From an optimization exercise on the open Yosys and OpenROAD flow, aimed at small area; shortcuts taken in it are not production practice. Function was checked by simulation only, so behaviour that the tests miss may differ from the original. Power is estimated from default activity; no workload was simulated.

Design sfr_top, start of the top module:
module sfr_top (
    input  wire        clk,
    input  wire        rst,
    input  wire        evt_valid,
    input  wire [31:0] evt_data,
    output wire        evt_ready,
    output wire        rec_valid,
    output wire [2:0]  rec_port,
    output wire        rec_last,
    output wire [7:0]  rec_data,
    output wire [15:0] status,
    output wire [31:0] config_word,
    output wire [31:0] baud_word,
    output wire [31:0] stage_word
);
    localparam [7:0] STX = 8'h02;
    localparam [2:0] P_ANY = 3'd3, P_TXP = 3'd4;
    localparam [1:0] RX_START = 2'd0, RX_LEN = 2'd1, RX_BODY = 2'd2;
    localparam [1:0] TX_IDLE = 2'd0, TX_WAIT = 2'd1, TX_SEND = 2'd2;
    localparam [2:0] R_NONE = 3'd0, R_OK = 3'd1, R_BCC = 3'd2, R_LEN = 3'd3,
                     R_LINE = 3'd4, R_TIMEOUT = 3'd5;
    localparam [1:0] F_TX_BUSY = 2'd1, F_CONFIG = 2'd2, F_ILLEGAL = 2'd3;
    localparam [23:0] C_RESID = 24'd158400;
    localparam [23:0] K_RESP  = 24'd211199;
    localparam [3:0] S_IDLE = 4'd0, S_MUL = 4'd1, S_TICK = 4'd2, S_RBL = 4'd3,
                     S_WR = 4'd4, S_EMW = 4'd5, S_EMH = 4'd6, S_EMA = 4'd7,
                     S_EMB = 4'd8, S_INIT = 4'd9;
    reg        run;
    reg [1:0]  rx_state;
    reg [5:0]  body_count;
    reg [1:0]  tx_state;
    reg [2:0]  last_result;
    reg        fault;
    reg [1:0]  fault_cause;
    reg [4:0]  cfg_node;
    reg [3:0]  cfg_en;
    reg [23:0] cfg_baud;
    reg [23:0] baud_stage;
    reg [5:0]  lge;         
    reg [5:0]  tx_len;
    reg [7:0]  bcc_acc;
    reg [2:0]  cls;         
    reg [3:0]  seq;
    reg [2:0]  pp;          
    reg [4:0]  p;           
    reg [5:0]  q;           
    reg        pa;          
    reg        r_exp, s_exp;
    reg [23:0] ra, rb;      
    reg [8*63-1:0] rxr, txr;
    assign status      = {5'd0, fault_cause, fault, last_result, run, tx_state, rx_state};
    assign config_word = {20'd0, cfg_en, 3'd0, cfg_node};
    assign baud_word   = {8'd0, cfg_baud};
    assign stage_word  = {8'd0, baud_stage};
    wire [3:0] op = evt_data[31:28];
    wire [7:0] d  = evt_data[7:0];
    reg legal;
    always @(*) begin
        case (op)
  ...
Size in the first run: ~1,900 cells after synthesis, ~1,200 flip-flops, about 160 I/O pins, about 29,000 um^2 of cells after synthesis.
Settings: LEC_CHECK=0, CAP_MARGIN=20, CORE_MARGIN=2, CORE_UTILIZATION=75, SLEW_MARGIN=20; clock period 10.0 ns.
standard.sh (not shown) runs the stock make flow with config.mk's settings and CLKGATE_MAP_FILE= SYNTH_SCRIPT=/design/flow/synth_recipe.tcl, a recipe that flattens the netlist after the stock synthesis.
==> flow/flow/run.sh <==
#!/bin/bash
# Standard ORFS layout (the standard.sh, standard synthesis unchanged) with
# two placement/CTS options changed:
#  - port buffers use the smallest buffer (buf_1) instead of the default pick;
#  - CTS uses larger sink clusters and no dummy loads.
# All tool output goes to standard.log here; ORFS's own per-step logs stay
# under orfs/logs.
set -euo pipefail
cd "$(dirname "$0")/.."
CTS="-sink_clustering_enable -repair_clock_nets -dont_use_dummy_load"
CTS="$CTS -buf_list sky130_fd_sc_hd__clkbuf_16 -sink_clustering_size 26 -sink_clustering_max_diameter 40"
bash standard.sh \
  "BUFFER_PORTS_ARGS=-buffer_cell sky130_fd_sc_hd__buf_1" \
  "CTS_ARGS=$CTS" \
  finish > standard.log 2>&1
Rerun with:
==> flow/flow/run.sh (replaced) <==
#!/bin/bash
# Standard ORFS layout (the standard.sh, standard synthesis unchanged) with
# three placement/CTS options changed to save cell area:
#  - port buffers use the smallest buffer (buf_1) instead of the default pick;
#  - CTS builds small clusters of clkbuf_4 and inserts no dummy loads;
#  - the tie cell made by synthesis is not split into one per load.
# All tool output goes to standard.log here; ORFS's own per-step logs stay
# under orfs/logs.
set -euo pipefail
cd "$(dirname "$0")/.."
CTS="-sink_clustering_enable -repair_clock_nets -dont_use_dummy_load"
CTS="$CTS -buf_list sky130_fd_sc_hd__clkbuf_4 -sink_clustering_size 12 -sink_clustering_max_diameter 30"
bash standard.sh \
  "BUFFER_PORTS_ARGS=-buffer_cell sky130_fd_sc_hd__buf_1" \
  "CTS_ARGS=$CTS" \
  SKIP_REPAIR_TIE_FANOUT=1 \
  finish > standard.log 2>&1
CORE_UTILIZATION = 80   (was 75)
Outcome:
- clock-buffer cell count went up by 51
- setup slack improved by 0.20 ns
- total power went down by 13%
- worst hold slack improved by 0.0098 ns
- combinational power went down by about 4%
- sequential power is about the same
- global-route usage went down by 0.84 points
- die area went down by 6.1%
- final cell count went down by 1.8%
- clock skew went up by 0.010 ns
- via count went down by 0.53%
Rerun with:
==> flow/flow/run.sh (replaced) <==
#!/bin/bash
# Standard ORFS layout (the standard.sh, standard synthesis unchanged) with
# two placement/CTS options changed:
#  - port buffers use the smallest buffer (buf_1) instead of the default pick;
#  - CTS uses larger sink clusters and no dummy loads.
# All tool output goes to standard.log here; ORFS's own per-step logs stay
# under orfs/logs.
set -euo pipefail
cd "$(dirname "$0")/.."
CTS="-sink_clustering_enable -repair_clock_nets -dont_use_dummy_load"
CTS="$CTS -buf_list sky130_fd_sc_hd__clkbuf_4 -sink_clustering_size 10 -sink_clustering_max_diameter 30"
bash standard.sh \
  "BUFFER_PORTS_ARGS=-buffer_cell sky130_fd_sc_hd__buf_1" \
  "CTS_ARGS=$CTS" \
  SKIP_REPAIR_TIE_FANOUT=1 \
  finish > standard.log 2>&1
CORE_UTILIZATION = 75   (was 80)
=> The changed run completed without violations. Clock-buffer cell count is higher by 14. Cell count is higher by 2.7%. Core utilization is lower by 4.7 points. Global-route usage is lower by 4.3 points. Sequential power stays flat. Register-to-register slack gets better by 0.35 ns.
Rerun with:
--- a/flow/flow/run.sh
+++ b/flow/flow/run.sh
@@ -2,5 +2,6 @@
 # Standard ORFS layout (the standard.sh, standard synthesis unchanged) with
-# two placement/CTS options changed:
+# three placement/CTS options changed to save cell area:
 #  - port buffers use the smallest buffer (buf_1) instead of the default pick;
-#  - CTS uses larger sink clusters and no dummy loads.
+#  - CTS builds small clusters of clkbuf_4 and inserts no dummy loads;
+#  - the tie cell made by synthesis is not split into one per load.
 # All tool output goes to standard.log here; ORFS's own per-step logs stay
CORE_UTILIZATION = 80   (was 75)
Effect: Critical path depth stays the same. Worst setup slack got worse by 0.19 ns. Die area falls by a few percent. Non-clock buffer count falls by 2. Power hardly moves. Cell count falls by a few percent. Utilization rises by 4.9 points.
Rerun with:
CORE_UTILIZATION = 75   (was 80)
What happened:
- The changed run completed with no timing, DRC or antenna violations
- utilization falls by 4.9 points
- setup slack is better by 0.19 ns
- cell area increases by about 0.35%
- register-to-register slack improves by 0.35 ns
- total power is about the same
- hold slack gets worse by 0.0046 ns
- sequential power stays flat
- global-route usage falls by 4.7 points
- final cell count grows by 2.3%
- routed wire length came out lower by 12%

separate check: timing with driven ports:
The flow's constraints put no driver on any port. The routed layouts listed below were extracted and timed again, unchanged, in two steps. Step 1 (the two cells are an assumption about what drives the block):
set clk [get_ports {clk}]
set_driving_cell -lib_cell sky130_fd_sc_hd__clkbuf_16 $clk
set_driving_cell -lib_cell sky130_fd_sc_hd__buf_2 [delete_from_list [all_inputs] $clk]
Step 2, shift: input delay + t, output delay - t, t = (earliest + latest rising clock arrival at the registers) / 2. This alone moves slack from input paths to output paths. Slacks: no drivers / after step 1 / after step 2; pairs: no drivers / after step 1.
run	t, ns	setup WS [ns]	slew at the worst register clock pin (ns)	worst data-port slew with drivers (ns)
the first run	0.656	3.582 / 3.523 / 4.179	0.11 / 0.11	0.06
the second run	0.857	3.779 / 3.721 / 4.458	0.12 / 0.12	0.06
the third run	0.831	3.945 / 3.891 / 4.687	0.11 / 0.11	0.06
the fourth run	0.852	3.760 / 3.710 / 4.403	0.11 / 0.11	0.06
the fifth run	0.831	3.945 / 3.891 / 4.687	0.11 / 0.11	0.06
After both steps setup and hold are still met in every run listed.
